What follows belongs to an exercise in optimizing a design on an open flow for small area, a short achievable clock period and few clock cycles; a production flow would make more cautious choices.
In this exercise RTL edits were held to simulation tests only and were not proved equivalent to the original.
Power figures rest on the tool's default switching activity, not on a simulated workload.

build 98:
// fcb
module fcb (
    input  wire        clk,
    input  wire        rst,
    input  wire        h_en,
    input  wire        h_we,
    input  wire [1:0]  h_size,
    input  wire [15:0] h_addr,
    input  wire [31:0] h_wdata,
    output reg  [31:0] h_rdata,
    output reg         phy_rd,
    output wire [15:0] phy_rd_n,
    input  wire        phy_dv,
    input  wire [7:0]  phy_data,
    input  wire        phy_end,
    input  wire        phy_err,
    output reg         phy_flush,
    input  wire [31:0] time_ms
);
    localparam [7:0]  START1  = 8'hA1;
    localparam [7:0]  START2  = 8'hA2;
    localparam [7:0]  START3  = 8'hA3;
    localparam [6:0]  MAX1    = 7'd60;
    localparam [6:0]  MAX2    = 7'd56;
    localparam [6:0]  MAX3    = 7'd32;
    localparam [7:0]  ACK_OK  = 8'h5A;
    localparam [31:0] DEF_TMO = 32'd100;
    localparam [2:0] E_OK = 3'd0, E_PHY = 3'd1, E_PROT = 3'd2, E_TMO = 3'd3, E_ILL = 3'd5;
    localparam [1:0] PH_IDLE = 2'd0, PH_SEEK = 2'd1, PH_BODY = 2'd2, PH_ACK = 2'd3;
    function [32:0] add32(input [31:0] a, input [31:0] b, input ci);
        reg [31:0] g, p, gg, pp, gn, pn;
        integer i, d;
        begin
            g = a & b;
            p = a ^ b;
            gg = g;
            pp = p;
            gg[0] = g[0] | (p[0] & ci);
            for (d = 1; d < 32; d = d * 2) begin
                gn = gg;
  ...
For scale: about 7,000 cells after synthesis, roughly 1,900 flip-flops, ~150 I/O pins.
==> flow/config.mk <==
export PLATFORM = sky130hd
export DESIGN_NAME = fcb
export DESIGN_NICKNAME = fcb
export VERILOG_FILES = /design/flow/design.v
export SDC_FILE = /design/flow/constraint.sdc
export NUM_CORES = 4
export LEC_CHECK = 0
export CAP_MARGIN = 40
export CORE_MARGIN = 2
export CORE_UTILIZATION = 35
export PLACE_DENSITY = 0.55
export SETUP_SLACK_MARGIN = 5
export SLEW_MARGIN = 40
==> flow/constraint.sdc <==
create_clock -name core_clock -period 12.0 [get_ports {clk}]
set_input_delay 2.4000 -clock core_clock [delete_from_list [all_inputs] [get_ports {clk}]]
set_output_delay 2.4000 -clock core_clock [all_outputs]
set_load 0.01 [all_outputs]
run.sh (not shown) runs the stock make flow with config.mk's settings and CLKGATE_MAP_FILE= SYNTH_SCRIPT=/design/flow/synth_recipe.tcl, a recipe that flattens the netlist after the stock synthesis.
Testbench counts of build 98, summed over its fixed seeds: cycles 46,166.
## Diff of input files: build 36 against build 98
- clearing SETUP_SLACK_MARGIN, which used to be 5
- swapping 0.55 for 0.62 in PLACE_DENSITY
- swapping 35 for 42 in CORE_UTILIZATION
==> flow/flow/run.sh (new file) <==
#!/bin/bash
# The standard layout, with timing repair asked for extra setup slack
# after placement (the clock period and the constraints are the design's).
# Synthesis is the standard synthesis, unchanged. Each step's output goes
# to a log file of its own here; ORFS's own per-step logs are under orfs/logs/.
set -euo pipefail
bash standard.sh synth > synth.log 2>&1
bash standard.sh SETUP_SLACK_MARGIN=5 place > place.log 2>&1
bash standard.sh SETUP_SLACK_MARGIN=7.5 finish > finish.log 2>&1
==> flow/standard.sh (new file) <==
#!/bin/bash
# synth_recipe.tcl (not shown) runs the flow's synth.tcl, then flattens the netlist and writes it again
# the make line also repeats each setting of config.mk as NAME=value (left out here)
make -C /OpenROAD-flow-scripts/flow DESIGN_CONFIG=/design/flow/config.mk WORK_HOME=/design/flow/orfs CLKGATE_MAP_FILE= SYNTH_SCRIPT=/design/flow/synth_recipe.tcl "${@:-finish}"
removed: flow/run.sh
==> comparison <==
Compared with build 98, in build 36 power after layout held; met2 track utilization from global routing went up 9.6 points.
The die of build 36 is smaller than the one used in build 98.
In the tables for build 98 and build 36, area added between synthesis and finish reads lower with build 98.
In build 36, height of the chip is lower than in build 98.
For build 36, the slowest cell on the critical path was mux4_2, unlike build 98, where it was xnor2_1.
### build 36 -> build 58
- CORE_UTILIZATION: 42 -> 35
- PLACE_DENSITY: 0.62 -> 0.55
Notes after the runs:
In the flow results for build 58 and build 36, the buffering stage count on the worst path with inverters included is larger on build 58.
Build 36 → build 58: layout filler cell count now sits higher, area of placed instances shows an increase of about 1.1%, timing-limited maximum frequency grew by about 0.4%.
In the tables for build 58 and build 36, via density per instance reads higher with build 36.
Build 58 vs build 36, initial standard-cell utilization of the core went down by 7.1 points.
Diff build 36 -> build 58: detailed-route wire length per cell lower, post-layout worst setup margin climbed 0.020 ns, wire length of the first global-routing pass now larger, total vias in the final route decreased by 0.73% relative to the old numbers.
Compare build 58 and build 36 | relative area change from synthesis to final layout higher: build 58
Here is what was changed in the inputs of build 82 compared with build 58.
- changing CORE_UTILIZATION from 35 to 42
- changing PLACE_DENSITY from 0.55 to 0.62
-- flow/flow/run.sh --
<<< build 58, line 9
bash standard.sh SETUP_SLACK_MARGIN=7.5 finish > finish.log 2>&1
>>> build 82, line 9
bash standard.sh SETUP_SLACK_MARGIN=7.2 finish > finish.log 2>&1
==> comparison <==
- Re worst voltage drop across the vdd grid: build 82 is about 9% up on build 58.
- Build 82 vs. build 58: global-route usage +4.5 points, clock period minus final worst setup slack shows an increase of 0.23 ns, final area dropped about 8%, slew at the pin closest to its max-slew limit now smaller, sequential share of the synthesized area about even.
- Build 82 has completed all stages; timing, DRC and antenna checks passed.
- Across both runs, routed wire length was lower for build 82 than for build 58.
- In build 82, the placed cell count came out 524 below the value in build 58.
- Sort build 82 and build 58 by longest individual stage delay on the worst path asc -> top: build 58
- Build 82 vs. build 58: number of rows created at floorplan went down by 8.8%.
For build 73, these inputs were changed with respect to build 82:
- a change of CORE_UTILIZATION from 42 to 35
- a change of PLACE_DENSITY from 0.62 to 0.55
Findings:
There was hardly any difference in power share of the combinational group between build 73 and build 82.
Between build 73 and build 82, it is build 73 whose transition time at the pin with the least slew margin is lower, by 0.030 ns.
Re final number of hold-violating endpoints: no difference whatsoever between build 82 and build 73.
In the metrics for build 73 and build 82, the one carrying the higher number of filler instances in the final layout is build 73.
Lower cell area was reported by build 82, not build 73.
Build 82 has a lower growth of design area from synthesis to finish than build 73.

## re-timing with driven ports
The flow's constraints put no driver on any port. The routed layouts listed below were extracted and timed again, unchanged, in two steps.
Step 1 (the two cells are an assumption about what drives the block):
set clk [get_ports {clk}]
set_driving_cell -lib_cell sky130_fd_sc_hd__clkbuf_16 $clk
set_driving_cell -lib_cell sky130_fd_sc_hd__buf_2 [delete_from_list [all_inputs] $clk]
Step 2, shift: input delay + t, output delay - t, t = (earliest + latest rising clock arrival at the registers) / 2. This alone moves slack from input paths to output paths.
Three values: ideal, step 1, step 2; two values: the first two.
| run | shift t [ns] | setup slack, ns | pins driven straight from the clock port |
|---|---|---|---|
| build 98 | 0.940 | 5.449 / 5.467 / 4.527 | 1 |
| build 36 | 0.980 | 7.166 / 7.173 / 6.193 | 1 |
| build 58 | 0.954 | 7.186 / 7.184 / 6.231 | 1 |
| build 82 | 0.954 | 6.955 / 6.967 / 6.013 | 1 |
| build 73 | 0.940 | 6.895 / 6.963 / 6.023 | 1 |
After both steps every run listed still meets setup and hold. The setup slack of build 36, which loses most, moves by +0.007 ns with the drivers and by -0.973 ns with both steps.
